From an optimization exercise on the open Yosys and OpenROAD flow, aimed at small area; shortcuts taken in it are not production practice.
Only simulation tests tie the RTL to the original design; equivalence was not proved.
No activity file was given, so power comes from the tool's default toggle rates.

### flow/flow/run.sh
#!/bin/bash
# Own layout flow: the standard layout (standard.sh), with these changes in how
# the layout is made:
#  - synthesis is the standard synthesis (synth_recipe.tcl), except that ABC maps
#    the combinational logic with an area-oriented script (flow/area.abc);
#    registers, their names and cell types are those of the standard synthesis;
#  - clock tree synthesis runs without dummy loads and with small clock buffers;
#  - the port buffers are the smallest buffer cell.
# Each tool's full output goes to a log file in the work folder.
set -euo pipefail
W=$(pwd)
cat > "$W/own_synth.tcl" <<EOT
proc abc {args} {
  set i [lsearch \$args -script]
  if {\$i >= 0} { lset args [expr {\$i + 1}] {$W/flow/area.abc} }
  yosys abc {*}\$args
}
source {$W/synth_recipe.tcl}
EOT
sed "s#SYNTH_SCRIPT=[^ ]*synth_recipe.tcl#SYNTH_SCRIPT=$W/own_synth.tcl#" standard.sh > own_standard.sh
grep -q "SYNTH_SCRIPT=$W/own_synth.tcl" own_standard.sh
export CTS_ARGS="-sink_clustering_enable -repair_clock_nets -dont_use_dummy_load -sink_clustering_size 10 -sink_clustering_max_diameter 45 -buf_list {sky130_fd_sc_hd__clkbuf_4}"
export BUFFER_PORTS_ARGS="-inputs -outputs -buffer_cell sky130_fd_sc_hd__buf_1"
bash own_standard.sh synth > synth.log 2>&1
bash own_standard.sh > layout.log 2>&1
test -s out/final.def
### flow/flow/area.abc
strash
&get -n
&dch -f
&nf -a -R 1000
&put
strash
&get -n
&dch -f
&nf -a -R 1000
&put
topo
### flow/standard.sh
#!/bin/bash
# synth_recipe.tcl (not shown) runs the flow's synth.tcl, then flattens the netlist and writes it again
# the make line also repeats each setting of config.mk as NAME=value (left out here)
make -C /OpenROAD-flow-scripts/flow DESIGN_CONFIG=/design/flow/config.mk WORK_HOME=/design/flow/orfs CLKGATE_MAP_FILE= SYNTH_SCRIPT=/design/flow/synth_recipe.tcl "${@:-finish}"
### flow/config.mk
export PLATFORM = sky130hd
export DESIGN_NAME = epd_ctrl
export DESIGN_NICKNAME = epd_ctrl
export VERILOG_FILES = /design/flow/design.v
export SDC_FILE = /design/flow/constraint.sdc
export NUM_CORES = 4
export LEC_CHECK = 0
export CAP_MARGIN = 20
export CORE_MARGIN = 2
export CORE_UTILIZATION = 60
export PLACE_DENSITY = 0.75
export SLEW_MARGIN = 20
### flow/constraint.sdc
create_clock -name core_clock -period 10.0 [get_ports {clk}]
set_input_delay 2.0000 -clock core_clock [delete_from_list [all_inputs] [get_ports {clk}]]
set_output_delay 2.0000 -clock core_clock [all_outputs]
set_load 0.01 [all_outputs]
### flow/design.v
module epd_ctrl (
    input  wire        clk,
    input  wire        rst,
    input  wire        bus_valid,
    input  wire        bus_write,
    input  wire [2:0]  bus_addr,
    input  wire [31:0] bus_wdata,
    output wire        bus_ready,
    output reg  [31:0] bus_rdata,
    output wire        pin_drv_en,
    output wire        pin_vdd,
    output wire        pin_vneg,
    output wire        pin_vpos,
    output wire        pin_le,
    output wire        pin_oe,
    output wire        pin_cl,
    output wire        pin_sph,
    output wire [7:0]  pin_d,
    output wire        pin_ckv,
    output wire        pin_gmode,
    output wire        pin_spv
);
    localparam N = 6;
    localparam [1:0] PWR_ON = 2'd3;
    localparam OP_NONE   = 4'd15;
    localparam OP_SET    = 4'd0;
    localparam OP_QCLK   = 4'd2;
    localparam OP_VSTART = 4'd3;
    localparam OP_VSTOP  = 4'd4;
    localparam OP_VWRITE = 4'd5;
    localparam OP_VSKIP  = 4'd6;
    localparam OP_VBULK  = 4'd7;
    localparam OP_HSTART = 4'd8;
    localparam OP_HWRITE = 4'd9;
    localparam OP_HSTOP  = 4'd10;
    localparam OP_GROUND = 4'd11;
    localparam [4:0] A_VDD0 = {4'd0, 1'b0}, A_VDD1 = {4'd0, 1'b1};
    localparam [4:0] A_VNEG0 = {4'd1, 1'b0}, A_VNEG1 = {4'd1, 1'b1};
    localparam [4:0] A_VPOS0 = {4'd2, 1'b0}, A_VPOS1 = {4'd2, 1'b1};
    localparam [4:0] A_OE0 = {4'd4, 1'b0}, A_OE1 = {4'd4, 1'b1};
    localparam S_IDLE      = 6'd0;
    localparam S_INIT      = 6'd1;
    localparam S_POFF0     = 6'd2;
    localparam S_POFF1     = 6'd3;
    localparam S_POFF2     = 6'd4;
    localparam S_POFF3     = 6'd5;
    localparam S_POFF4     = 6'd6;
    localparam S_BOARD     = 6'd7;
    localparam S_B1        = 6'd8;
    localparam S_B2        = 6'd9;
    localparam S_B3        = 6'd10;
    localparam S_B4        = 6'd11;
    localparam S_CMAP      = 6'd12;
    localparam S_FL_RET    = 6'd13;
    localparam S_FL        = 6'd14;
    localparam S_PASS      = 6'd15;
    localparam S_ROW       = 6'd16;
    localparam S_SKIP      = 6'd17;
    localparam S_LINE      = 6'd18;
    localparam S_BYTE      = 6'd19;
    localparam S_HSTOP     = 6'd20;
    localparam S_VW        = 6'd21;
    localparam S_NROW      = 6'd22;
    localparam S_VSTOP     = 6'd23;
    localparam S_DR        = 6'd24;
    localparam S_ALLOC     = 6'd25;
    localparam S_ZF        = 6'd26;
    localparam S_RMW       = 6'd27;
    localparam S_SP        = 6'd28;
    localparam S_PON0      = 6'd29;
    localparam S_PON1      = 6'd30;
    localparam S_PON2      = 6'd31;
    localparam S_PON3      = 6'd32;
    localparam S_PON4      = 6'd33;
    localparam S_PON5      = 6'd34;
    localparam S_PON6      = 6'd35;
    localparam S_PON8      = 6'd36;
    localparam S_SP_DONE   = 6'd37;
    localparam S_SC_OE1    = 6'd41;
    localparam S_SC_VST    = 6'd42;
    localparam S_SC_BULK   = 6'd43;
    localparam S_SC_VSTOP  = 6'd44;
    localparam S_SC_OE0    = 6'd45;
    localparam S_SC_WAIT   = 6'd46;
    reg [5:0]  state;
    reg [8:0]  t;         
    reg [2:0]  op;        
    reg        colour;    
    reg [5:0]  px;        
    reg [4:0]  py;        
    reg        inr;       
    reg        init_done;
    reg [1:0]  power;
    reg        err_illegal;
    reg        err_noinit;
    reg        drv_en;
    reg [2:0]  cursor;
    reg [3:0]  ctile [0:N-1];
    reg [1:0]  wc;        
    reg [1:0]  by;        
    reg [2:0]  dy;        
    reg [4:0]  cnt;       
    reg [3:0]  sc;        
    reg [3:0]  s_op;
    reg [4:0]  s_arg;
    reg [8:0]  s_end;
    always @(*) begin
        s_op  = OP_NONE;
        s_arg = 5'd0;
        s_end = 9'd0;
        if (state == S_POFF0) begin s_op = OP_SET; s_arg = A_VPOS0; s_end = 9'd3; end
        else if (state == S_POFF1) begin s_op = OP_SET; s_arg = A_VNEG0; s_end = 9'd3; end
        else if (state == S_POFF2) begin s_end = 9'd402; end
        else if (state == S_POFF3) begin s_op = OP_GROUND; s_end = 9'd10; end
        else if (state == S_POFF4) begin s_op = OP_SET; s_arg = A_VDD0; s_end = 9'd4; end
        else if (state == S_B1) begin s_op = OP_SET; s_arg = A_VPOS0; s_end = 9'd3; end
        else if (state == S_B2) begin s_op = OP_SET; s_arg = A_VNEG0; s_end = 9'd3; end
        else if (state == S_B3) begin s_op = OP_GROUND; s_end = 9'd10; end
        else if (state == S_B4) begin s_op = OP_SET; s_arg = A_VDD0; s_end = 9'd3; end
        else if (state == S_CMAP) begin s_end = 9'd16; end
        else if (state == S_PASS) begin s_op = OP_VSTART; s_end = 9'd17; end
        else if (state == S_SKIP) begin s_op = OP_VSKIP; s_end = 9'd10; end
        else if (state == S_LINE) begin s_op = OP_HSTART; s_end = 9'd5; end
        else if (state == S_BYTE) begin s_op = OP_HWRITE; s_end = 9'd8; end
        else if (state == S_HSTOP) begin s_op = OP_HSTOP; s_end = 9'd6; end
        else if (state == S_VW) begin s_op = OP_VWRITE; s_end = 9'd24; end
        else if (state == S_VSTOP) begin s_op = OP_VSTOP; s_end = 9'd24; end
        else if (state == S_ZF) begin s_end = 9'd33; end
        else if (state == S_PON0) begin s_op = OP_SET; s_arg = A_VDD1; s_end = 9'd3; end
        else if (state == S_PON1) begin s_end = 9'd42; end
        else if (state == S_PON2) begin s_op = OP_SET; s_arg = A_VNEG1; s_end = 9'd3; end
        else if (state == S_PON3) begin s_end = 9'd202; end
        else if (state == S_PON4) begin s_op = OP_SET; s_arg = A_VPOS1; s_end = 9'd3; end
        else if (state == S_PON5) begin s_op = OP_VSTART; s_end = 9'd17; end
        else if (state == S_PON6) begin s_op = OP_QCLK; s_end = 9'd7; end
        else if (state == S_PON8) begin s_op = OP_VSTOP; s_end = 9'd24; end
        else if (state == S_SC_OE1) begin s_op = OP_SET; s_arg = A_OE1; s_end = 9'd3; end
        else if (state == S_SC_VST) begin s_op = OP_VSTART; s_end = 9'd17; end
        else if (state == S_SC_BULK) begin s_op = OP_VBULK; s_end = 9'd25; end
        else if (state == S_SC_VSTOP) begin s_op = OP_VSTOP; s_end = 9'd23; end
        else if (state == S_SC_OE0) begin s_op = OP_SET; s_arg = A_OE0; s_end = 9'd3; end
        else if (state == S_SC_WAIT) begin s_end = 9'd23; end
    end
    wire last = (t == s_end);
    wire [7:0] hw_byte;
    wire [4:0] t5 = t[4:0];
    reg vdd, vneg, vpos, sph, gmode, spv;
    reg le, oe, cl, ckv;
    always @(*) begin
        le  = (s_op == OP_HSTOP) && (t5 == 5'd3 || t5 == 5'd4);
        cl  = (s_op == OP_HWRITE) && (t5 == 5'd5 || t5 == 5'd6);
        case (s_op)
            OP_QCLK:   ckv = (t5 == 5'd3 || t5 == 5'd4);
            OP_VSTART: ckv = (t5 == 5'd4 || t5 == 5'd5 || t5 == 5'd9 || t5 == 5'd10 ||
                              t5 == 5'd14 || t5 == 5'd15);
            OP_VSTOP:  ckv = (t5 >= 5'd4 && t5 <= 5'd21 && !t5[1]);
            OP_VWRITE: ckv = (t5 >= 5'd3 && t5 <= 5'd10);
            OP_VSKIP:  ckv = (t5 >= 5'd3 && t5 <= 5'd6);
            OP_VBULK:  ckv = (t5 >= 5'd3 && t5 <= 5'd11);
            default:   ckv = 1'b0;
        endcase
        oe  = (state == S_VW && t5 >= 5'd4 && t5 <= 5'd9) ||
              (state == S_SKIP && (t5 == 5'd4 || t5 == 5'd5)) ||
              (state == S_SC_OE1 && t5 == 5'd3) ||
              state == S_SC_VST || state == S_SC_BULK || state == S_SC_VSTOP ||
              (state == S_SC_OE0 && t5 <= 5'd2);
    end
    reg [7:0] d;
    assign pin_vdd = vdd;
    assign pin_vneg = vneg;
    assign pin_vpos = vpos;
    assign pin_le = le;
    assign pin_oe = oe;
    assign pin_cl = cl;
    assign pin_sph = sph;
    assign pin_d = d;
    assign pin_ckv = ckv;
    assign pin_gmode = gmode;
    assign pin_spv = spv;
    always @(posedge clk) begin
        if (rst) begin
            vdd <= 1'b0; vneg <= 1'b0; vpos <= 1'b0;
            sph <= 1'b0; d <= 8'h00; gmode <= 1'b0; spv <= 1'b0;
        end else begin
            case (s_op)
                OP_SET: if (t5 == 5'd2) begin
                    case (s_arg[4:1])
                        4'd0: vdd  <= s_arg[0];
                        4'd1: vneg <= s_arg[0];
                        4'd2: vpos <= s_arg[0];
                        default: ;
                    endcase
                end
                OP_GROUND: case (t5)
                    5'd5: sph   <= 1'b0;
                    5'd6: d     <= 8'h00;
                    5'd8: gmode <= 1'b0;
                    5'd9: spv   <= 1'b0;
                    default: ;
                endcase
                OP_HSTART: case (t5)
                    5'd4: sph <= 1'b0;
                    default: ;
                endcase
                OP_HWRITE: case (t5)
                    5'd2: d  <= hw_byte;
                    default: ;
                endcase
                OP_HSTOP: case (t5)
                    5'd5: sph <= 1'b1;
                    default: ;
                endcase
                OP_VSTART: case (t5)
                    5'd2: gmode <= 1'b1;
                    5'd7: spv <= 1'b0;
                    5'd12: spv <= 1'b1;
                    default: ;
                endcase
                OP_VSTOP: begin
                    if (t5 == 5'd2) gmode <= 1'b0;
                end
                OP_QCLK: case (t5)
                    default: ;
                endcase
                OP_VWRITE: case (t5)
                    default: ;
                endcase
                OP_VSKIP: case (t5)
                    default: ;
                endcase
                OP_VBULK: case (t5)
                    default: ;
                endcase
                default: ;
            endcase
        end
    end
    assign pin_drv_en = drv_en;
    wire busy = (state != S_IDLE);
    wire cmd_wr = bus_valid && bus_write && (bus_addr == 3'd0);
    assign bus_ready = !(cmd_wr && busy);
    wire [31:0] status = {7'd0, drv_en, 5'd0, cursor, 6'd0, err_noinit, err_illegal,
                          2'd0, power, 2'd0, init_done, busy};
    always @(*) begin
        case (bus_addr)
            3'd1: bus_rdata = status;
            3'd2: bus_rdata = {16'd32, 16'd64};
            3'd3: bus_rdata = {16'd8, 16'd16};
            3'd4: bus_rdata = {4'd4, 1'b0, 2'd0, 1'b1, 8'd10, 8'd4, 8'd6};
            default: bus_rdata = 32'd0;
        endcase
    end
    wire [31:0] w = bus_wdata;
    wire w_legal = ((w[31:28] == 4'h1 || w[31:28] == 4'h4) && w[27:0] == 28'd0) ||
                   (w[31:28] == 4'h2 && w[26:24] == 3'd0) ||
                   (w[31:28] == 4'h3 && w[27:2] == 26'd0) ||
                   (w[31:28] == 4'h5 && w[26:0] == 27'd0);
    wire [1:0] mode = px[1:0];
    reg        rmw_d;     
    wire       drawing = state == S_DR || state == S_ALLOC || state == S_ZF || state == S_RMW || rmw_d;
    wire [3:0] lk_tile = drawing ? {py[4:3], px[5:4]} : {by, cnt[3:2]};
    wire [5:0] hv;
    genvar k;
    generate
        for (k = 0; k < N; k = k + 1) begin : g_cam
            assign hv[k] = (k < cursor) && (ctile[k] == lk_tile);
        end
    endgenerate
    wire       hit = |hv;
    wire       h_hi = hv[1] | hv[3] | hv[5];
    wire [1:0] h_lo = {hv[4] | hv[5], hv[2] | hv[3]};
    wire row_resident = (cursor > 3'd0 && ctile[0][3:2] == by) ||
                        (cursor > 3'd1 && ctile[1][3:2] == by) ||
                        (cursor > 3'd2 && ctile[2][3:2] == by) ||
                        (cursor > 3'd3 && ctile[3][3:2] == by) ||
                        (cursor > 3'd4 && ctile[4][3:2] == by) ||
                        (cursor > 3'd5 && ctile[5][3:2] == by);
    reg  [1:0]    ph;
    reg  [32*13-1:0] q0, q1, q2;
    wire          t_hi = hit ? h_hi : cursor[0];
    wire [1:0]    t_lo = hit ? h_lo : cursor[2:1];
    wire [4:0]    ridx = drawing ? {t_hi, py[2:0], px[3]} : {t_hi, dy, cnt[1]};
    wire [12:0]   tap  = q0[ridx*13 +: 13];
    wire          at_tap = (ph == t_lo);
    wire [15:0] rd_pair  = gdec(tap);
    wire [3:0]  pix_sh   = 4'd14 - {px[2:0], 1'b0};
    wire [15:0] pix_code = colour ? 16'h02 : 16'h01;
    wire [15:0] pix_new  = (rd_pair & ~(16'h03 << pix_sh)) | (pix_code << pix_sh);
    wire        rmw_en   = (state == S_DR && inr && hit) || (state == S_ZF && t[5])
                           || state == S_RMW || rmw_d;
    wire        rmw_go   = rmw_en && at_tap;
    wire        zf_go    = (state == S_CMAP);
    wire [12:0] wval     = zf_go ? 13'd0 : genc(pix_new);
    reg  [7:0]  sg;
    wire [7:0]  tap_byte  = cnt[0] ? rd_pair[7:0] : rd_pair[15:8];
    wire [7:0]  line_byte = !hit ? 8'h00 : at_tap ? tap_byte : sg;
    wire [7:0] clr_byte = (sc == 4'd0) ? (colour ? 8'h55 : 8'hAA)
                                       : (colour ? 8'hAA : 8'h55);
    assign hw_byte = (op == 3'd5) ? clr_byte : line_byte;
    integer r;
    always @(posedge clk) begin
        if (rst) ph <= 2'd0;
        else     ph <= ph[1] ? 2'd0 : ph + 2'd1;
        if (at_tap) sg <= tap_byte;
        q0 <= q1;
        q1 <= q2;
        for (r = 0; r < 32; r = r + 1)
            q2[r*13 +: 13] <= ((rmw_go && ridx == r) || zf_go)
                              ? wval : q0[r*13 +: 13];
    end
    function [3:0] pdec(input [2:0] c);
        pdec = (c[1] & c[0]) ? {2'b10, 1'b0, c[2]} : {1'b0, c[2], c[1:0]};
    endfunction
    function [2:0] penc(input [3:0] p);
        penc = {p[3] ? p[0] : p[2], p[3] | p[1], p[3] | p[0]};
    endfunction
    function [15:0] gdec(input [12:0] g);
        reg [2:0] c [0:3];
        reg [3:0] m;
        integer i;
        begin
            m = 4'd0;
            if (!g[12]) begin
                c[0] = g[11:9]; c[1] = g[8:6]; c[2] = g[5:3]; c[3] = g[2:0];
            end else if (!g[11]) begin
                m[g[10:9]] = 1'b1;
                c[0] = g[8:6];
                c[1] = (g[10:9] == 2'd0) ? g[8:6] : g[5:3];
                c[2] = (g[10:9] == 2'd3) ? g[2:0] : g[5:3];
                c[3] = g[2:0];
            end else begin
                m = g[10:7];
                c[0] = g[5:3];
                c[1] = m[0] ? g[5:3] : g[2:0];
                c[2] = (m[0] & m[1]) ? g[5:3] : g[2:0];
                c[3] = (m[0] & m[1] & m[2]) ? g[5:3] : g[2:0];
            end
            for (i = 0; i < 4; i = i + 1)
                gdec[15-4*i -: 4] = m[i] ? 4'b1010 : pdec(c[i]);
        end
    endfunction
    function [12:0] genc(input [15:0] v);
        reg [3:0] e;
        reg [2:0] c [0:3];
        reg [2:0] u, w;
        integer i;
        begin
            for (i = 0; i < 4; i = i + 1) begin
                e[i] = v[15-4*i] & v[13-4*i];
                c[i] = penc(v[15-4*i -: 4]);
            end
            u = !e[0] ? c[0] : !e[1] ? c[1] : !e[2] ? c[2] : c[3];
            w = (!e[0] & !e[1]) ? c[1] : ((!e[0] | !e[1]) & !e[2]) ? c[2] : c[3];
            if (e == 4'd0)
                genc = {1'b0, c[0], c[1], c[2], c[3]};
            else if (e == 4'b0001) genc = {2'b10, 2'd0, c[1], c[2], c[3]};
            else if (e == 4'b0010) genc = {2'b10, 2'd1, c[0], c[2], c[3]};
            else if (e == 4'b0100) genc = {2'b10, 2'd2, c[0], c[1], c[3]};
            else if (e == 4'b1000) genc = {2'b10, 2'd3, c[0], c[1], c[2]};
            else
                genc = {2'b11, e, 1'b0, (e[0] + e[1] + e[2] + e[3] >= 3) ? (e == 4'b1111 ? 3'd0 : u) : u,
                        (e[0] + e[1] + e[2] + e[3] >= 3) ? 3'd0 : w};
        end
    endfunction
    always @(posedge clk) begin
        if (rst) begin
            state       <= S_IDLE;
            t           <= 9'd0;
            init_done   <= 1'b0;
            power       <= 2'd0;
            err_illegal <= 1'b0;
            err_noinit  <= 1'b0;
            drv_en      <= 1'b0;
            rmw_d       <= 1'b0;
        end else begin
            rmw_d <= state == S_RMW || (state == S_ZF && last);
            t     <= last ? 9'd0 : t + 9'd1;
            if (state == S_ZF && t == 9'd32) begin
                ctile[cursor] <= {py[4:3], px[5:4]};
                cursor        <= cursor + 3'd1;
            end
            if (state == S_CMAP && t == 9'd15) cursor <= 3'd0;
            if (last) case (state)
                S_IDLE: begin
                    if (cmd_wr) begin
                        if (!w_legal)
                            err_illegal <= 1'b1;
                        else if (!init_done && w[31:28] != 4'h1)
                            err_noinit <= 1'b1;
                        else begin
                            op     <= w[30:28];
                            colour <= w[27];
                            px     <= w[5:0];
                            py     <= w[16:12];
                            inr    <= (w[11:6] == 6'd0) && (w[23:17] == 7'd0);
                            case (w[31:28])
                                4'h1:    state <= S_INIT;
                                4'h2:    state <= S_DR;
                                4'h3:    state <= S_SP;
                                4'h4:    state <= S_FL;
                                default: state <= S_CMAP;
                            endcase
                        end
                    end
                end
                S_INIT:  state <= (init_done && power == PWR_ON) ? S_POFF0 : S_BOARD;
                S_BOARD: begin drv_en <= 1'b1; state <= S_B1; end
                S_B1:    state <= S_B2;
                S_B2:    state <= S_B3;
                S_B3:    state <= S_B4;
                S_B4:    state <= S_CMAP;
                S_POFF0: state <= S_POFF1;
                S_POFF1: state <= S_POFF2;
                S_POFF2: state <= S_POFF3;
                S_POFF3: state <= S_POFF4;
                S_POFF4: state <= (op == 3'd1) ? S_BOARD : S_SP_DONE;
                S_CMAP: begin
                    case (op)
                        3'd1: begin
                            power     <= 2'd0;
                            init_done <= 1'b1;
                            state     <= S_IDLE;
                        end
                        3'd5: begin
                            sc    <= 4'd0;
                            state <= S_LINE;
                        end
                        default: state <= S_FL_RET;
                    endcase
                end
                S_FL_RET: begin
                    case (op)
                        3'd2:    state <= S_ALLOC;
                        3'd3:    state <= S_POFF0;
                        default: state <= S_IDLE;
                    endcase
                end
                S_FL: begin
                    wc    <= 2'd0;
                    state <= S_PASS;
                end
                S_PASS: begin
                    by    <= 2'd0;
                    state <= S_ROW;
                end
                S_ROW: begin
                    cnt <= 5'd0;
                    dy  <= 3'd0;
                    state <= row_resident ? S_LINE : S_SKIP;
                end
                S_SKIP: begin
                    cnt <= cnt + 5'd1;
                    state <= (cnt == 5'd7) ? S_NROW : S_SKIP;
                end
                S_LINE: begin
                    cnt   <= 5'd0;
                    state <= S_BYTE;
                end
                S_BYTE: begin
                    cnt <= cnt + 5'd1;
                    state <= (cnt == 5'd15) ? S_HSTOP : S_BYTE;
                end
                S_HSTOP: state <= (op == 3'd5) ? S_SC_OE1 : S_VW;
                S_VW: begin
                    dy <= dy + 3'd1;
                    state <= (dy == 3'd7) ? S_NROW : S_LINE;
                end
                S_NROW: begin
                    by <= by + 2'd1;
                    state <= (by == 2'd3) ? S_VSTOP : S_ROW;
                end
                S_VSTOP: begin
                    wc <= wc + 2'd1;
                    state <= (wc == 2'd3) ? S_CMAP : S_PASS;
                end
                S_DR: begin
                    if (!inr)
                        state <= S_IDLE;
                    else if (hit)
                        state <= S_RMW;
                    else if (cursor == N)
                        state <= S_FL;
                    else
                        state <= S_ALLOC;
                end
                S_ALLOC: state <= S_ZF;
                S_ZF:    state <= S_IDLE;
                S_RMW:   state <= S_IDLE;
                S_SP: begin
                    if (mode == power)
                        state <= S_IDLE;
                    else if (mode == PWR_ON)
                        state <= S_PON0;
                    else if (power == PWR_ON)
                        state <= S_FL;
                    else
                        state <= S_SP_DONE;
                end
                S_PON0: state <= S_PON1;
                S_PON1: state <= S_PON2;
                S_PON2: state <= S_PON3;
                S_PON3: state <= S_PON4;
                S_PON4: state <= S_PON5;
                S_PON5: begin
                    cnt   <= 5'd0;
                    state <= S_PON6;
                end
                S_PON6: begin
                    cnt <= cnt + 5'd1;
                    state <= (cnt == 5'd31) ? S_PON8 : S_PON6;
                end
                S_PON8, S_SP_DONE: begin
                    power <= mode;
                    state <= S_IDLE;
                end
                S_SC_OE1:   state <= S_SC_VST;
                S_SC_VST: begin
                    cnt   <= 5'd0;
                    state <= S_SC_BULK;
                end
                S_SC_BULK: begin
                    cnt <= cnt + 5'd1;
                    state <= (cnt == 5'd31) ? S_SC_VSTOP : S_SC_BULK;
                end
                S_SC_VSTOP: state <= S_SC_OE0;
                S_SC_OE0:   state <= S_SC_WAIT;
                S_SC_WAIT: begin
                    sc <= sc + 4'd1;
                    state <= (sc == 4'd10) ? S_IDLE : S_LINE;
                end
                default: state <= S_IDLE;
            endcase
        end
    end
endmodule
==> impl_metrics.tcl, run 1 <==
set metrics [dict create \
    start_util 0.605 \
    io_pins 91 \
    final_cell_mix "dfxtp_1, nand2_1, o21ai_0" \
    fin_skew_ns 0.126 \
    drive_gt1_frac 0.0753 \
    final_util 0.658 \
    route.detailed.drc 0 \
    maxCapViolCount 0 \
    io_buffers 74 \
    ctsHoldBuffers 0 \
    first_pass_iters 6 \
    wl_per_cell_um 20.8 \
    syn_avg_cell_area_um2 11.2 \
    cts_buffers 159 \
    cts_max_path_buffers 3 \
    cts_setup_buffers 0 \
    status "timing/DRC/antenna clean" \
    vdd_drop_max_mv 0.195 \
    clk_latency_ns 1.06 \
    yosysWarnings 3 \
    overflow 0 \
    slew_violations 0 \
    switchingPower_mw 4.25 \
    clockRootBuffer "clkbuf_4" \
    clockPowerShare 0.175 \
    dieArea_um2 67000 \
    worstSetupStartpointType "flip-flop" \
    yosysSeqAreaShare 0.711 \
    finalCritPeriodShare 0.913 \
    drtIter0Drc 2307 \
    synth_area_um2 38900 \
    power_density_nw_per_um2 311 \
    power.share.combinational 0.212 \
    async_reset_ff_frac 0 \
    crit_type "reg2reg" \
    h-tree-depth 4 \
    switching_share 0.322 \
    vias 26800 \
    tns_ns 0 \
    final_common_cell "dfxtp_1" \
    coreArea_um2 64300 \
    cp_slowest_cell "dfxtp_1" \
    finalHoldViolCount 0 \
    worstPathMaxFanout 32 \
    p_leak_nw 15.7 \
    endpoint_kind "flip-flop" \
    num-fill-cells 5092 \
    slew_headroom 0.318 \
    antenna_found_initial 4 \
    clock.fmax_ghz 0.110 \
    grt_max_degree 57 \
    grt_pass1_vias 26200 \
    synth_edf_count 59 \
    via_per_inst 5.74 \
    seqPwrFrac 0.613 \
    cts.clk_slew.worst_paths_ns 0.10 \
    syn_to_final_growth_pct 8.68 \
    syn_inst 3492 \
    cts_resized 0 \
    power.total_mw 13.2 \
    gp_congestion 1.02 \
    synthFlopType "dfxtp_1" \
    nNetsFinal 3875 \
    intPower_mw 8.93 \
    path_buf_inv 3 \
    critPathMaxStageDelay_ns 0.61 \
    grt_pass1_wl_um 149000 \
    dp_hpwl_um 63800 \
    period_needed_ns 9.13 \
    worst_pin_slew_ns 1.02 \
    finalSetupViolations 0 \
    r2r_slack_ns 0.87 \
    postRouteAntennaNets 0 \
    ys_seq_elements 1353 \
    die_height_um 259 \
    cp.arrival_ns 9.97 \
    cp_top_family "simple AND/OR/NAND/NOR gates" \
    critPathRequiredTime_ns 10.84 \
    std_cell_rows 93 \
    grt_usage 0.290 \
    routed_wl_um 96900 \
    numClockSinks 1353 \
    rsz0062_at_grt "false" \
    worstHoldPathType "reg2reg" \
    ys_types 59 \
    die_x_um 259 \
    cts_tree "built" \
]
-- Yosys cell counts (6+ instances only) --
cell type	count	area (um2)
o211ai_1	14	105
o22ai_1	101	632
o21ai_0	519	2600
a21oi_1	125	626
a41oi_1	7	61.3
nor2_1	199	747
xor2_1	15	131
or2_0	6	37.5
nor4_1	25	156
nand3_1	53	265
clkinv_1	36	135
buf_4	19	143
and3_1	20	125
edfxtp_1	59	1770
nand4_1	20	125
nor3_1	71	355
mux2i_1	24	240
o2111ai_1	7	61.3
xnor2_1	22	193
ha_1	23	288
a31oi_1	16	100
a21o_1	7	52.6
a211oi_1	10	75.1
a22oi_1	124	931
nand2b_1	23	144
dfxtp_1	1294	25900
and2_0	14	87.6
nand2_1	531	1990
or4_1	8	60.1
nor2b_1	26	163
nor3b_1	6	45.0
-- power by group through the flow --
stage | registers (mW) | logic [mW] | clock network, mW
floorplan | 7.93 | 1.60 | 0
global placement | 8.09 | 2.70 | 0
detailed placement | 8.17 | 2.73 | 0
CTS | 8.07 | 2.74 | 2.36
global route | 8.25 | 3.06 | 2.57
finish | 8.08 | 2.79 | 2.30
-- cell families after synthesis --
logic type,count (synthesis),share of synthesized area
AND/OR/NAND/NOR,1015,0.113
XOR/XNOR,37,0.00832
AO/OA/AOI/OAI,981,0.146
buffers and inverters,55,0.00713
adder cells (fa/ha/maj),24,0.00790
other,1,0.0000963
flip-flops,1353,0.711
multiplexers,26,0.00675
-- flip-flops by register name, indices dropped and copies added, names as in the netlist, 3 cells and up --
signal / cells
px: 6
ctile: 24
op: 3
py: 5
sc: 4
q0: 416
q2: 416
state: 6
cursor: 3
q1: 416
t: 9
d: 8
cnt: 5
sg: 8
dy: 3
-- through the flow --
| step | instance area [um2] | instances | hold WS (ns) | setup WS [ns] |
|---|---|---|---|---|
| 2_1_floorplan | 39000 | 3507 | 0.310 | 0.536 |
| 3_3_place_gp | 41000 | 4504 | 0.310 | 0.485 |
| 3_5_place_dp | 41100 | 4506 | 0.312 | 0.305 |
| 4_1_cts | 42300 | 4665 | 0.258 | 0.346 |
| 5_1_grt | 42300 | 4666 | 0.267 | 0.0226 |
| 6_report | 42300 | 4666 | 0.272 | 0.873 |
-- routing by layer --
metal  global-route usage  up-vias  wire, um
met5                    0        -         0
met4                0.105        0      2520
met3               0.0497      182      6710
met2                0.443      967     42900
met1                0.416    12700     44700
li1                     -    12900         -
-- final timing paths --
kind                                             from              end  cells past startpoint
worst min register to register        q2[403]$_DFF_P_  q1[403]$_DFF_P_                      0
worst max-delay path            state[3]$_SDFFE_PP0P_  q2[161]$_DFF_P_                     32
worst min-delay path                  q2[403]$_DFF_P_  q1[403]$_DFF_P_                      0
worst max register to register  state[3]$_SDFFE_PP0P_  q2[161]$_DFF_P_                     32
-- cell type report --
cell class / instances / area, um2 / share of cell area
multi-input cells: 2099 / 11200 / 0.265
diodes: 1 / 2.50 / 0.0000591
clock buffers: 159 / 1190 / 0.0282
repair buffers: 163 / 1010 / 0.0239
inverters: 36 / 135 / 0.00319
flip-flops and latches: 1353 / 27700 / 0.654
well taps: 855 / 1070 / 0.0253
-- worst reg2reg max path, delay by kind of cell, from the launching register on --
family,cells,cell delay [ns]
simple gates,12,3.13
flops,1,0.61
fa+ha+maj,3,1.02
mux,1,0.59
buf+inv,3,0.75
compound gates,13,2.90
==> run 2, diff against run 1 <==
--- a/flow/config.mk
+++ b/flow/config.mk
@@ -8,5 +8,5 @@
 export CAP_MARGIN = 20
 export CORE_MARGIN = 2
-export CORE_UTILIZATION = 60
-export PLACE_DENSITY = 0.75
+export CORE_UTILIZATION = 50
+export PLACE_DENSITY = 0.65
 export SLEW_MARGIN = 20
==> run 2 against run 1 <==
Net effect: sequential share of layout area shrank 0.67 points; cell area grew 1.0%; synthesized area is the same; setup slack gained 0.23 ns; clock skew grew 0.0030 ns; sequential power is essentially flat; critical path type unchanged; largest cell class unchanged.
==> impl_metrics.tcl, run 2 <==
set metrics [dict create \
    status "timing/DRC/antenna clean" \
    min_path_cells 0 \
    critPathMaxStageDelay_ns 0.62 \
    yosysWarnings 3 \
    postRouteAntennaNets 0 \
    rsz0062_at_grt "false" \
    hp-start "q1[98]$_DFF_P_" \
    period_needed_ns 8.90 \
    grt_pass1_wl_um 154000 \
    coreArea_um2 77300 \
    ys_types 59 \
    syn_to_final_growth_pct 9.81 \
    worstPathMaxFanout 32 \
    post_layout_nonfiller_instances 4880 \
    dp_cells 4718 \
    grt-busiest-layer "met2" \
    die_x_um 283 \
    p_leak_nw 15.9 \
    async_reset_ff_frac 0 \
    synthSimpleGateAreaFrac 0.113 \
    io_pins 91 \
    finalSetupViolations 0 \
    die_height_um 283 \
    drive_gt1_frac 0.0828 \
    vias 26700 \
    synth_compound_area_frac 0.146 \
    tns_ns 0 \
    clockPowerShare 0.176 \
    numClockSinks 1353 \
    worst_slack_ns 1.10 \
    nNetsFinal 3904 \
    switchingPower_mw 4.28 \
    power.total_mw 13.2 \
    synthXorXnorAreaFrac 0.00832 \
    ys_seq_elements 1353 \
    syn_avg_cell_area_um2 11.2 \
    cp.arrival_ns 9.77 \
    crit_type "reg2reg" \
    slew_violations 0 \
    dpl-instance-area_um2 41500 \
    worstHoldPathType "reg2reg" \
    synth_top_area_share 0.665 \
    endpoint_kind "flip-flop" \
    reg.largest.list "q0: 416 flops, q1: 416 flops, q2: 416 flops" \
    clockRootBuffer "clkbuf_4" \
    synthFlopType "dfxtp_1" \
    final_area_um2 42800 \
    clock.fmax_ghz 0.112 \
    worstHoldEndpoint "q0[98]$_DFF_P_" \
    route.detailed.drc 0 \
    via_per_inst 5.47 \
    std_cell_rows 102 \
    synthMostInstantiatedCell "dfxtp_1" \
    final_common_cell "dfxtp_1" \
    intPower_mw 8.96 \
    vdd_drop_max_mv 0.184 \
    seqPwrFrac 0.608 \
    ff2ff_path_depth 36 \
    gp_congestion 0.953 \
    worst_pin_slew_ns 1.07 \
    antenna_found_initial 3 \
    grt_max_degree 45 \
    post-place-ws_ns 0.534 \
    switching_share 0.323 \
    wl_per_cell_um 20.6 \
    gr-usage-met3 0.0442 \
    netlist_top_cells_area "dfxtp_1, o21ai_0, nand2_1, edfxtp_1, a22oi_1" \
    reg2reg_to "q2[182]$_DFF_P_" \
    cts_max_path_buffers 3 \
    dp_hpwl_um 66100 \
    start_util 0.504 \
    final_cell_mix "dfxtp_1, nand2_1, o21ai_0" \
    synth_mux_area_frac 0.00675 \
    power_density_nw_per_um2 310 \
    synthAdderAreaFrac 0.00790 \
    dieArea_um2 80100 \
    cts_setup_buffers 0 \
    use_met1 0.361 \
    cts.clk_slew.worst_paths_ns 0.10 \
    synth_top_cell_by_area "dfxtp_1" \
    synth_edf_count 59 \
    routed_wl_um 100000 \
    maxCapViolCount 0 \
    syn_inst 3492 \
    finalCritPeriodShare 0.890 \
    grt_pass1_vias 25600 \
    grt_usage 0.249 \
    cts_tree "built" \
    synth_area_um2 38900 \
    io_buffers 74 \
    power.share.combinational 0.216 \
    final_util 0.553 \
    h-tree-depth 4 \
    cts_buffers 161 \
    cp_slowest_cell "a221o_2" \
    synth_top_family_by_area "compound AO/OA/AOI/OAI gates" \
    finalHoldViolCount 0 \
    critPathRequiredTime_ns 10.87 \
    clk_latency_ns 1.04 \
    fin_skew_ns 0.129 \
    use_met2 0.377 \
    overflow 0 \
    slew_headroom 0.283 \
    drtIter0Drc 2122 \
    worstSetupStartpointType "flip-flop" \
    r2r_slack_ns 1.10 \
    first_pass_iters 5 \
    synthTopCellsByCount "dfxtp_1, nand2_1, o21ai_0, nor2_1, a21oi_1" \
    r2r-start "state[2]$_SDFFE_PP0P_" \
    yosysSeqAreaShare 0.711 \
    whs_ns 0.258 \
]
[run 2: cell counts after synthesis]
Identical to the previous run, type by type.
[run 2: critical path: cells and delay by family (launching register included)]
kind,cells,cell delay (ns)
AO/OA/AOI/OAI,13,3.11
adder cells (fa/ha/maj),2,0.55
buffers and inverters,5,1.10
flip-flops,1,0.57
multiplexers,2,0.99
AND/OR/NAND/NOR,14,2.47
[run 2: repair_timing]
action                                  4_1_cts  5_1_grt
gates resized for setup                       0        7
hold buffers                                  0        0
endpoints found under the hold margin         0        0
endpoints found under the setup margin        0      371
[run 2: worst max-delay path by stage]
stage / slack [ns] / cells past startpoint / start / end
after floorplan: 0.54 / 28 / state[2]$_SDFFE_PP0P_ / q2[107]$_DFF_P_
after global placement: 0.48 / 35 / state[2]$_SDFFE_PP0P_ / q2[156]$_DFF_P_
after detailed placement: 0.53 / 35 / state[2]$_SDFFE_PP0P_ / q2[325]$_DFF_P_
after CTS: 0.57 / 35 / state[2]$_SDFFE_PP0P_ / q2[182]$_DFF_P_
after global routing: 0.18 / 36 / state[2]$_SDFFE_PP0P_ / q2[182]$_DFF_P_
final: 1.10 / 36 / state[2]$_SDFFE_PP0P_ / q2[182]$_DFF_P_
[run 2: power groups by stage]
stage                     registers (mW)  logic [mW]  clock network (mW)
after floorplan                     7.93        1.60                   0
after global placement              8.10        2.81                   0
after detailed placement            8.16        2.83                   0
after CTS                           8.05        2.84                2.42
after global routing                8.24        3.17                2.63
final                               8.05        2.86                2.33
[run 2: layer usage]
metal  part of all wire  vias up
li1                   -    13000
met1               0.48    12700
met2               0.44      826
met3              0.060      190
met4              0.025        0
met5                  0        -
[run 2: area by class of cell]
class / instances / area [um2]
sequential: 1353 / 27700
timing repair buffer: 190 / 1200
tap: 1040 / 1300
clock buffer: 161 / 1210
multi-input combinational: 2099 / 11200
fill: 6885 / 34600
antenna: 1 / 2.50
inverter: 36 / 135
[run 2: kinds of logic (layout without fill, tap and decap cells)]
logic type / Yosys count / count (layout)
DFF: 1353 / 1353
and+or+nand+nor: 1015 / 1015
AOI/OAI and AO/OA: 981 / 981
buffers and inverters: 55 / 387
xor gates and xnor gates: 37 / 37
muxes: 26 / 26
adders and majority gates: 24 / 24
other: 1 / 17
==> run 3, diff against run 2 <==
--- a/flow/config.mk
+++ b/flow/config.mk
@@ -8,5 +8,5 @@
 export CAP_MARGIN = 20
 export CORE_MARGIN = 2
-export CORE_UTILIZATION = 50
-export PLACE_DENSITY = 0.65
+export CORE_UTILIZATION = 65
+export PLACE_DENSITY = 0.8
 export SLEW_MARGIN = 20
==> run 3 against run 2 <==
Net effect: sequential share of layout area grew 0.80 points; cell area shrank 1.2%; non-clock buffer count shrank 21; power shrank 0.25%; setup slack lost 0.19 ns; global-route usage grew 6.8 points; utilization grew 16 points; clock skew shrank 0.0026 ns.
==> impl_metrics.tcl, run 3 <==
set metrics [dict create \
    netlist_top_cells_area "dfxtp_1, o21ai_0, nand2_1, edfxtp_1, a22oi_1" \
    tns_ns 0 \
    via_per_inst 5.93 \
    worst_pin_slew_ns 1.03 \
    clock.fmax_ghz 0.110 \
    worstSetupStartpointType "flip-flop" \
    synthMostInstantiatedCell "dfxtp_1" \
    reg.largest.list "q0: 416 flops, q1: 416 flops, q2: 416 flops" \
    grt_pass1_wl_um 153000 \
    synthTopCellsByCount "dfxtp_1, nand2_1, o21ai_0, nor2_1, a21oi_1" \
    io_pins 91 \
    dp_hpwl_um 63500 \
    cts.clk_slew.worst_paths_ns 0.10 \
    route.detailed.drc 0 \
    vias 27200 \
    die_height_um 249 \
    period_needed_ns 9.08 \
    worstHoldEndpoint "q1[51]$_DFF_P_" \
    die_x_um 249 \
    maxCapViolCount 0 \
    wl_per_cell_um 21.4 \
    cts_buffers 157 \
    r2r-start "state[5]$_SDFFE_PP0P_" \
    clockRootBuffer "clkbuf_4" \
    ff2ff_path_depth 36 \
    yosysWarnings 3 \
    ctsHoldBuffers 0 \
    r2r_slack_ns 0.92 \
    hp-start "q2[51]$_DFF_P_" \
    drtIter0Drc 2488 \
    cp_slowest_cell "mux2i_2" \
    gp_congestion 1.04 \
    slew_violations 0 \
    fin_skew_ns 0.126 \
    coreArea_um2 59100 \
    syn_inst 3492 \
    worstHoldPathType "reg2reg" \
    cts_tree "built" \
    numClockSinks 1353 \
    finalSetupViolations 0 \
    status "timing/DRC/antenna clean" \
    ys_seq_elements 1353 \
    cp_top_family "simple AND/OR/NAND/NOR gates" \
    routed_wl_um 98200 \
    critPathMaxStageDelay_ns 0.60 \
    final_common_cell "dfxtp_1" \
    io_buffers 74 \
    synth_top_cell_by_area "dfxtp_1" \
    async_reset_ff_frac 0 \
    cp.arrival_ns 9.94 \
    postRouteAntennaNets 0 \
    path_buf_inv 5 \
    reg2reg_to "q2[264]$_DFF_P_" \
    cts_setup_buffers 0 \
    syn_to_final_growth_pct 8.46 \
    grt_usage 0.317 \
    first_pass_iters 6 \
    yosysSeqAreaShare 0.711 \
    clk_latency_ns 1.05 \
    slew_headroom 0.311 \
    p_leak_nw 15.7 \
    antenna_found_initial 3 \
    critPathRequiredTime_ns 10.86 \
    synthFlopType "dfxtp_1" \
    num-fill-cells 4247 \
    dieArea_um2 61900 \
    ys_types 59 \
    endpoint_kind "flip-flop" \
    overflow 0 \
    cts_max_path_buffers 3 \
    grt_pass1_vias 26900 \
    synth_area_um2 38900 \
    min_path_cells 0 \
    syn_avg_cell_area_um2 11.2 \
    synth_top_area_share 0.665 \
    h-tree-depth 4 \
    finalCritPeriodShare 0.908 \
    power_density_nw_per_um2 313 \
    crit_type "reg2reg" \
    nNetsFinal 3879 \
    vdd_drop_max_mv 0.203 \
    synth_edf_count 59 \
    rsz0062_at_grt "false" \
    power.total_mw 13.2 \
    final_cell_mix "dfxtp_1, nand2_1, o21ai_0" \
    grt_max_degree 57 \
    finalHoldViolCount 0 \
    std_cell_rows 89 \
    worstPathMaxFanout 32 \
    start_util 0.659 \
    drive_gt1_frac 0.0747 \
]
==> run 3: cell counts after synthesis <==
Identical to the previous run, type by type.
==> run 3: what timing repair did <==
item / in CTS / in global routing
endpoints found under the hold margin: 0 / 0
setup endpoints to repair: 0 / 415
resized for setup: 0 / 7
==> run 3: area by class of cell <==
class / instances / area [um2] / area share
clock buffer: 157 / 1180 / 0.0279
sequential: 1353 / 27700 / 0.655
timing repair buffer: 169 / 1080 / 0.0255
antenna: 4 / 10.0 / 0.000237
multi-input combinational: 2099 / 11200 / 0.265
tap: 773 / 967 / 0.0229
inverter: 36 / 135 / 0.00320
==> run 3: worst max-delay path by stage <==
stage	startpoint	slack, ns	end	depth (start not counted)
2_1_floorplan	state[2]$_SDFFE_PP0P_	0.54	q2[107]$_DFF_P_	28
3_3_place_gp	state[5]$_SDFFE_PP0P_	0.62	q2[381]$_DFF_P_	34
3_5_place_dp	state[5]$_SDFFE_PP0P_	0.39	q2[109]$_DFF_P_	34
4_1_cts	state[5]$_SDFFE_PP0P_	0.38	q2[109]$_DFF_P_	34
5_1_grt	state[5]$_SDFFE_PP0P_	0.20	q2[312]$_DFF_P_	35
6_report	state[5]$_SDFFE_PP0P_	0.92	q2[264]$_DFF_P_	36
==> run 3: metrics by stage <==
step	setup WS, ns	hold WS [ns]	cell area (um2)	cells	util
final	0.918	0.285	42200	4591	0.714
after global placement	0.625	0.310	41000	4430	0.694
after global routing	0.198	0.288	42200	4590	0.714
after detailed placement	0.395	0.312	41000	4430	0.694
after CTS	0.382	0.280	42200	4587	0.714
after floorplan	0.536	0.310	39000	3507	-
==> run 3: worst register-to-register path: cells and delay by family, from the launching register on <==
kind	cells	cell delay [ns]
simple gates	15	3.26
compound gates	12	2.63
buf+inv	5	1.05
mux	2	1.01
fa+ha+maj	2	0.55
flops	1	0.46
==> run 3: routing by layer <==
layer | share of wire | vias to the layer above | GRT usage
li1 | - | 12900 | -
met3 | 0.074 | 259 | 0.0622
met2 | 0.44 | 1131 | 0.487
met1 | 0.45 | 12900 | 0.438
met4 | 0.040 | 2 | 0.141
met5 | 0.00016 | - | 0
==> run 3: cell families after synthesis <==
kind of cell,count (synthesis),share of synthesized area
flip-flops,1353,0.711
AND/OR/NAND/NOR,1015,0.113
AO/OA/AOI/OAI,981,0.146
buffers and inverters,55,0.00713
XOR/XNOR,37,0.00832
multiplexers,26,0.00675
adder cells (fa/ha/maj),24,0.00790
other,1,0.0000963
==> run 3: report_power, final <==
part           switching (mW)  internal, mW  leakage, nW
Combinational            2.00         0.816         3.99
Sequential              0.704          7.39         11.0
Clock                    1.58         0.724        0.722
==> run 4, diff against run 3 <==
--- a/flow/config.mk
+++ b/flow/config.mk
@@ -8,5 +8,5 @@
 export CAP_MARGIN = 20
 export CORE_MARGIN = 2
-export CORE_UTILIZATION = 65
-export PLACE_DENSITY = 0.8
+export CORE_UTILIZATION = 55
+export PLACE_DENSITY = 0.7
 export SLEW_MARGIN = 20
==> run 4 against run 3 <==
Net effect: sequential power about the same; non-clock buffer count increased by 14; power about the same; global-route usage decreased by 4.9 points; clock skew increased by 0.0023 ns; critical endpoint is now q2[172]$_DFF_P_.
==> impl_metrics.tcl, run 4 <==
set metrics [dict create \
    path_depth 34 \
    cts_max_path_buffers 3 \
    synthMostInstantiatedCell "dfxtp_1" \
    final_cell_mix "dfxtp_1, nand2_1, o21ai_0" \
    cp_slowest_cell "mux2i_2" \
    worstSetupStartpointType "flip-flop" \
    yosysWarnings 3 \
    grt_max_degree 41 \
    grt_usage 0.267 \
    synth_top_cell_by_area "dfxtp_1" \
    dp_hpwl_um 65800 \
    r2r-start "state[2]$_SDFFE_PP0P_" \
    post-place-ws_ns 0.442 \
    async_reset_ff_frac 0 \
    synthFlopType "dfxtp_1" \
    io_pins 91 \
    worst_pin_slew_ns 1.08 \
    die_height_um 270 \
    cp.arrival_ns 9.90 \
    worst_slack_ns 0.925 \
    power_density_nw_per_um2 310 \
    start_util 0.556 \
    std_cell_rows 97 \
    syn_avg_cell_area_um2 11.2 \
    synth_edf_count 59 \
    synth_top_area_share 0.665 \
    first_pass_iters 6 \
    vias 26900 \
    finalHoldViolCount 0 \
    coreArea_um2 70000 \
    via_per_inst 5.64 \
    cts.clk_slew.worst_paths_ns 0.10 \
    p_leak_nw 15.8 \
    status "timing/DRC/antenna clean" \
    ys_types 59 \
    r2r_slack_ns 0.92 \
    use_met2 0.403 \
    postRouteAntennaNets 0 \
    h-tree-depth 4 \
    tns_ns 0 \
    worstHoldPathType "reg2reg" \
    cts_tree "built" \
    vdd_drop_max_mv 0.259 \
    finalCritPeriodShare 0.908 \
    routed_wl_um 98400 \
    yosysSeqAreaShare 0.711 \
    syn_inst 3492 \
    wl_per_cell_um 20.6 \
    overflow 0 \
    netlist_top_cells_area "dfxtp_1, o21ai_0, nand2_1, edfxtp_1, a22oi_1" \
    clk_latency_ns 1.03 \
    endpoint_kind "flip-flop" \
    reg.largest.list "q0: 416 flops, q1: 416 flops, q2: 416 flops" \
    numClockSinks 1353 \
    antenna_found_initial 1 \
    finalSetupViolations 0 \
    io_buffers 74 \
    clock.fmax_ghz 0.110 \
    grt-busiest-layer "met2" \
    ff2ff_path_depth 34 \
    cp_top_family "compound AO/OA/AOI/OAI gates" \
    route.detailed.drc 0 \
    path_buf_inv 4 \
    ys_seq_elements 1353 \
    rsz0062_at_grt "false" \
    clockRootBuffer "clkbuf_4" \
    grt_pass1_vias 25700 \
    cts_buffers 160 \
    maxCapViolCount 0 \
    reg2reg_to "q2[172]$_DFF_P_" \
    die_x_um 270 \
    final_util 0.608 \
    dieArea_um2 72900 \
    slew_headroom 0.281 \
    fin_skew_ns 0.129 \
    period_needed_ns 9.08 \
    synth_area_um2 38900 \
    gp_congestion 1.04 \
    critPathMaxStageDelay_ns 0.66 \
    drive_gt1_frac 0.0807 \
    nNetsFinal 3896 \
    syn_to_final_growth_pct 9.34 \
    crit_type "reg2reg" \
    synthTopCellsByCount "dfxtp_1, nand2_1, o21ai_0, nor2_1, a21oi_1" \
    final_common_cell "dfxtp_1" \
    startpoint "state[2]$_SDFFE_PP0P_" \
    worstPathMaxFanout 32 \
    critPathRequiredTime_ns 10.82 \
    use_met1 0.392 \
    gr-usage-met3 0.0461 \
    drtIter0Drc 2228 \
    slew_violations 0 \
    cp-endpoint "q2[172]$_DFF_P_" \
    grt_pass1_wl_um 151000 \
    cts_setup_buffers 0 \
]
## run 4: cell type report
class	count	area [um2]
antenna	2	5.00
clock buffer	160	1200
fill	5788	27500
inverter	36	135
multi-input combinational	2099	11200
sequential	1353	27700
tap	940	1180
timing repair buffer	183	1160
## run 4: through the flow
stage	hold WS (ns)	total power, mW	area [um2]	cells
2_1_floorplan	0.310	9.53	39000	3507
3_3_place_gp	0.310	10.8	41300	4611
3_5_place_dp	0.312	10.9	41300	4611
4_1_cts	0.249	13.2	42600	4771
5_1_grt	0.261	13.9	42600	4773
6_report	0.263	13.2	42600	4773
## run 4: how the worst min path moves through the flow
stage | slack, ns | startpoint | endpoint | cells after the start
after floorplan | 0.31 | q1[0]$_DFF_P_ | q0[0]$_DFF_P_ | 0
after global placement | 0.31 | q1[192]$_DFF_P_ | q0[192]$_DFF_P_ | 0
after detailed placement | 0.31 | q1[218]$_DFF_P_ | q0[218]$_DFF_P_ | 0
after CTS | 0.25 | q2[265]$_DFF_P_ | q1[265]$_DFF_P_ | 0
after global routing | 0.26 | q1[85]$_DFF_P_ | q0[85]$_DFF_P_ | 0
final | 0.26 | q1[16]$_DFF_P_ | q0[16]$_DFF_P_ | 0
## run 4: what timing repair did
item / CTS / global route
resized for setup: 0 / 5
hold buffers: 0 / 0
setup endpoints to repair: 0 / 342
hold endpoints to repair: 0 / 0
## run 4: where the power goes
| part | switching [mW] | internal (mW) | total [mW] | leakage [nW] |
|---|---|---|---|---|
| combinational | 1.99 | 0.843 | 2.83 | 4.08 |
| clock | 1.58 | 0.737 | 2.32 | 0.736 |
| sequential | 0.673 | 7.39 | 8.06 | 11.0 |
| total | 4.24 | 8.97 | 13.2 | 15.8 |
## run 4: cells by family after synthesis
group	Yosys count	synth area share
mux	26	0.00675
flops	1353	0.711
simple gates	1015	0.113
fa+ha+maj	24	0.00790
buf+inv	55	0.00713
other cells	1	0.0000963
xor+xnor	37	0.00832
compound gates	981	0.146
## run 4: per-layer routing
layer / share of wire / routed length, um
met4: 0.021 / 2050
met2: 0.44 / 43000
met5: 0 / 0
met1: 0.48 / 47100
met3: 0.063 / 6210
==> run 5, diff against run 4 <==
--- a/flow/design.v
+++ b/flow/design.v
@@ -73,12 +73,8 @@
     localparam S_PON3      = 6'd32;
     localparam S_PON4      = 6'd33;
-    localparam S_PON5      = 6'd34;
     localparam S_PON6      = 6'd35;
-    localparam S_PON8      = 6'd36;
     localparam S_SP_DONE   = 6'd37;
     localparam S_SC_OE1    = 6'd41;
-    localparam S_SC_VST    = 6'd42;
     localparam S_SC_BULK   = 6'd43;
-    localparam S_SC_VSTOP  = 6'd44;
     localparam S_SC_OE0    = 6'd45;
     localparam S_SC_WAIT   = 6'd46;
@@ -125,5 +121,5 @@
         else if (state == S_HSTOP) begin s_op = OP_HSTOP; s_end = 9'd6; end
         else if (state == S_VW) begin s_op = OP_VWRITE; s_end = 9'd24; end
-        else if (state == S_VSTOP) begin s_op = OP_VSTOP; s_end = 9'd24; end
+        else if (state == S_VSTOP) begin s_op = OP_VSTOP; s_end = (op == 3'd5) ? 9'd23 : 9'd24; end
         else if (state == S_ZF) begin s_end = 9'd33; end
         else if (state == S_PON0) begin s_op = OP_SET; s_arg = A_VDD1; s_end = 9'd3; end
@@ -132,11 +128,7 @@
         else if (state == S_PON3) begin s_end = 9'd202; end
         else if (state == S_PON4) begin s_op = OP_SET; s_arg = A_VPOS1; s_end = 9'd3; end
-        else if (state == S_PON5) begin s_op = OP_VSTART; s_end = 9'd17; end
         else if (state == S_PON6) begin s_op = OP_QCLK; s_end = 9'd7; end
-        else if (state == S_PON8) begin s_op = OP_VSTOP; s_end = 9'd24; end
         else if (state == S_SC_OE1) begin s_op = OP_SET; s_arg = A_OE1; s_end = 9'd3; end
-        else if (state == S_SC_VST) begin s_op = OP_VSTART; s_end = 9'd17; end
         else if (state == S_SC_BULK) begin s_op = OP_VBULK; s_end = 9'd25; end
-        else if (state == S_SC_VSTOP) begin s_op = OP_VSTOP; s_end = 9'd23; end
         else if (state == S_SC_OE0) begin s_op = OP_SET; s_arg = A_OE0; s_end = 9'd3; end
         else if (state == S_SC_WAIT) begin s_end = 9'd23; end
@@ -163,5 +155,5 @@
               (state == S_SKIP && (t5 == 5'd4 || t5 == 5'd5)) ||
               (state == S_SC_OE1 && t5 == 5'd3) ||
-              state == S_SC_VST || state == S_SC_BULK || state == S_SC_VSTOP ||
+              (op == 3'd5 && (state == S_PASS || state == S_VSTOP)) || state == S_SC_BULK ||
               (state == S_SC_OE0 && t5 <= 5'd2);
     end
@@ -257,4 +249,5 @@
                    (w[31:28] == 4'h5 && w[26:0] == 27'd0);
     wire [1:0] mode = px[1:0];
+    wire       pon  = (op == 3'd3) && (mode == PWR_ON);    
     reg        rmw_d;     
     wire       drawing = state == S_DR || state == S_ALLOC || state == S_ZF || state == S_RMW || rmw_d;
@@ -442,5 +435,6 @@
                 S_PASS: begin
                     by    <= 2'd0;
-                    state <= S_ROW;
+                    cnt   <= 5'd0;
+                    state <= (op == 3'd5) ? S_SC_BULK : pon ? S_PON6 : S_ROW;
                 end
                 S_ROW: begin
@@ -472,5 +466,11 @@
                 S_VSTOP: begin
                     wc <= wc + 2'd1;
-                    state <= (wc == 2'd3) ? S_CMAP : S_PASS;
+                    if (op == 3'd5)
+                        state <= S_SC_OE0;
+                    else if (pon) begin
+                        power <= mode;
+                        state <= S_IDLE;
+                    end else
+                        state <= (wc == 2'd3) ? S_CMAP : S_PASS;
                 end
                 S_DR: begin
@@ -501,27 +501,18 @@
                 S_PON2: state <= S_PON3;
                 S_PON3: state <= S_PON4;
-                S_PON4: state <= S_PON5;
-                S_PON5: begin
-                    cnt   <= 5'd0;
-                    state <= S_PON6;
-                end
+                S_PON4: state <= S_PASS;
                 S_PON6: begin
                     cnt <= cnt + 5'd1;
-                    state <= (cnt == 5'd31) ? S_PON8 : S_PON6;
+                    state <= (cnt == 5'd31) ? S_VSTOP : S_PON6;
                 end
-                S_PON8, S_SP_DONE: begin
+                S_SP_DONE: begin
                     power <= mode;
                     state <= S_IDLE;
                 end
-                S_SC_OE1:   state <= S_SC_VST;
-                S_SC_VST: begin
-                    cnt   <= 5'd0;
-                    state <= S_SC_BULK;
-                end
+                S_SC_OE1:   state <= S_PASS;
                 S_SC_BULK: begin
                     cnt <= cnt + 5'd1;
-                    state <= (cnt == 5'd31) ? S_SC_VSTOP : S_SC_BULK;
+                    state <= (cnt == 5'd31) ? S_VSTOP : S_SC_BULK;
                 end
-                S_SC_VSTOP: state <= S_SC_OE0;
                 S_SC_OE0:   state <= S_SC_WAIT;
                 S_SC_WAIT: begin
--- a/flow/config.mk
+++ b/flow/config.mk
@@ -8,5 +8,5 @@
 export CAP_MARGIN = 20
 export CORE_MARGIN = 2
-export CORE_UTILIZATION = 55
-export PLACE_DENSITY = 0.7
+export CORE_UTILIZATION = 60
+export PLACE_DENSITY = 0.75
 export SLEW_MARGIN = 20
==> run 5 against run 4 <==
Net effect: critical path depth fell by 1; still clean; flip-flop and latch count stayed put; wire length shrank 0.75%; highest routed layer is now met5; via count grew 0.89%; worst hold slack lost 0.018 ns; global-route usage rose by 2.4 points; register-to-register slack improved by 0.25 ns; synthesized cell count up 0.20%; clock skew is 0.032 ns higher; synthesized area fell by 0.16%; cell area decreased by 0.60%.
==> impl_metrics.tcl, run 5 <==
set metrics [dict create \
    status "timing/DRC/antenna clean" \
    cp_top_family "simple AND/OR/NAND/NOR gates" \
    dieArea_um2 66900 \
    maxCapViolCount 0 \
    cts_resized 0 \
    cts_buffers 158 \
    numClockSinks 1353 \
    io_buffers 74 \
    vdd_drop_max_mv 0.180 \
    cts_tree "built" \
    slew_headroom 0.350 \
    cp.arrival_ns 9.67 \
    final_common_cell "dfxtp_1" \
    finalSetupViolations 0 \
    synth_top_cell_by_area "dfxtp_1" \
    async_reset_ff_frac 0 \
    syn_inst 3499 \
    critPathMaxStageDelay_ns 0.81 \
    syn_to_final_growth_pct 8.86 \
    crit_type "reg2reg" \
    antenna_found_initial 3 \
    grt_pass1_wl_um 150000 \
    grt_pass1_vias 26100 \
    ys_types 59 \
    std_cell_rows 93 \
    dp_hpwl_um 62600 \
    wl_per_cell_um 20.8 \
    synthMostInstantiatedCell "dfxtp_1" \
    power.total_mw 7.77 \
    start_util 0.605 \
    endpoint_kind "flip-flop" \
    synth_area_um2 38900 \
    postRouteAntennaNets 0 \
    clockRootBuffer "clkbuf_4" \
    ctsHoldBuffers 0 \
    finalCritPeriodShare 0.883 \
    gp_congestion 0.985 \
    route.detailed.drc 0 \
    cts_setup_buffers 0 \
    final_cell_mix "dfxtp_1, nand2_1, o21ai_0" \
    drtIter0Drc 2323 \
    power_density_nw_per_um2 184 \
    overflow 0 \
    fin_skew_ns 0.161 \
    critPathRequiredTime_ns 10.84 \
    synthFlopType "dfxtp_1" \
    syn_avg_cell_area_um2 11.1 \
    first_pass_iters 7 \
    multiInputGateArea_um2 11100 \
    via_per_inst 5.79 \
    yosysWarnings 3 \
    rsz0062_at_grt "false" \
    grt_usage 0.291 \
    synth_top_area_share 0.666 \
    die_x_um 259 \
    routed_wl_um 97700 \
    path_common_cell "nor2_1" \
    worstHoldPathType "reg2reg" \
    slew_violations 0 \
    synthTopCellsByCount "dfxtp_1, o21ai_0, nand2_1, nor2_1, o22ai_1" \
    num-fill-cells 5090 \
    r2r_slack_ns 1.17 \
    vias 27100 \
    period_needed_ns 8.83 \
    cts.clk_slew.worst_paths_ns 0.10 \
    seq_area_um2 27700 \
    h-tree-depth 4 \
    cp_slowest_cell "mux2i_1" \
    clock.fmax_ghz 0.113 \
    coreArea_um2 64200 \
    yosysSeqAreaShare 0.712 \
    reg.largest.list "q0: 416 flops, q1: 416 flops, q2: 416 flops" \
    grt_max_degree 43 \
    cts_max_path_buffers 3 \
    final_util 0.659 \
    path_buf_inv 8 \
    finalHoldViolCount 0 \
    worstSetupStartpointType "flip-flop" \
    die_height_um 259 \
    nNetsFinal 3899 \
    ys_seq_elements 1353 \
    tns_ns 0 \
    worstPathMaxFanout 32 \
    synth_edf_count 59 \
    clk_latency_ns 1.05 \
    io_pins 91 \
    p_leak_nw 15.7 \
    drive_gt1_frac 0.0809 \
    worst_pin_slew_ns 0.949 \
    netlist_top_cells_area "dfxtp_1, o21ai_0, nand2_1, edfxtp_1, o22ai_1" \
]
## run 5: cell count changes in the layout (fill, tap and decap cells not counted), moves of 10 or more
cell     change
nand3_1     -16
o22ai_1     +53
a22oi_1     -50
a21oi_1     -19
nor2_1      -11
and3_1      -12
nor3_1      +14
o21ai_0     +28
nand2_1     +14
nor2b_1     -11
nor2_2      +10
## run 5: final timing paths
check | from | end | cells after the start
setup / recovery | state[2]$_SDFFE_PP0P_ | q2[212]$_DFF_P_ | 33
hold / removal | q2[209]$_DFF_P_ | q1[209]$_DFF_P_ | 0
setup reg to reg | state[2]$_SDFFE_PP0P_ | q2[212]$_DFF_P_ | 33
hold reg to reg | q2[209]$_DFF_P_ | q1[209]$_DFF_P_ | 0
## run 5: through the flow
stage	hold slack (ns)	worst slack [ns]	area (um2)	cells
floorplan	0.310	0.468	38900	3514
global placement	0.310	1.01	41100	4528
detailed placement	0.312	1.30	41100	4531
CTS	0.236	1.21	42300	4689
global route	0.238	0.443	42300	4692
finish	0.244	1.17	42300	4692
## run 5: cell families after synthesis
kind of cell	Yosys count	share of synthesized area
other	1	0.0000965
multiplexers	26	0.00685
AO/OA/AOI/OAI	985	0.144
flip-flops	1353	0.712
AND/OR/NAND/NOR	1005	0.111
buffers and inverters	61	0.00772
XOR/XNOR	44	0.00991
adder cells (fa/ha/maj)	24	0.00792
## run 5: power by group
group	switching, mW	total (mW)	internal (mW)	leakage (nW)
sequential	0.00324	5.43	5.43	11.0
combinational	0.0228	0.0340	0.0112	4.00
clock	1.57	2.30	0.728	0.727
total	1.60	7.77	6.17	15.7
## run 5: final cells by class
class                   instances  share of cell area
flip-flops and latches       1353               0.654
multi-input cells            2100               0.263
clock buffers                 158              0.0280
repair buffers                181              0.0261
well taps                     855              0.0253
inverters                      42             0.00372
diodes                          3            0.000177
## run 5: worst register-to-register path: cells and delay by family, from the launching register on
family                     cells  cell delay [ns]
adders and majority gates      3             1.00
buffers and inverters          8             1.64
muxes                          1             0.82
AOI/OAI and AO/OA             10             2.29
and+or+nand+nor               11             2.35
DFF                            1             0.65
## run 5: layer usage
layer	vias to the layer above	routed length, um	track usage	part of all wire
met5	-	13	0	0.00013
met4	2	3070	0.114	0.031
met1	12900	44300	0.410	0.45
li1	13000	-	-	-
met3	221	6820	0.0548	0.070
met2	1025	43500	0.449	0.45

port drivers added, routing unchanged:
The results above use ideal ports. As a check the final layouts listed here were re-extracted and re-timed, cells and wires unchanged.
Step 1, drivers: a clkbuf_16 drives clk and a buf_2 each remaining input, both assumed.
Step 2 times the ports against the registers' clock, not the clock port: input delays grow and output delays shrink by t, the midpoint of the rising clock arrivals with the driver on.
a / b / c = no drivers / after step 1 / after step 2; a / b = the first two.
| run | t (ns) | setup WS [ns] | latest minus earliest clock arrival (ns) | worst data-port slew with drivers (ns) |
|---|---|---|---|---|
| run 1 | 1.050 | 0.873 / 0.873 / 0.873 | 0.126 / 0.126 | 0.04 |
| run 2 | 1.040 | 1.104 / 1.104 / 1.104 | 0.129 / 0.129 | 0.03 |
| run 3 | 1.045 | 0.918 / 0.918 / 0.918 | 0.127 / 0.126 | 0.04 |
| run 4 | 1.024 | 0.925 / 0.925 / 0.925 | 0.129 / 0.129 | 0.03 |
| run 5 | 1.034 | 1.171 / 1.171 / 1.171 | 0.161 / 0.161 | 0.03 |
After both steps every run listed still meets setup and hold.
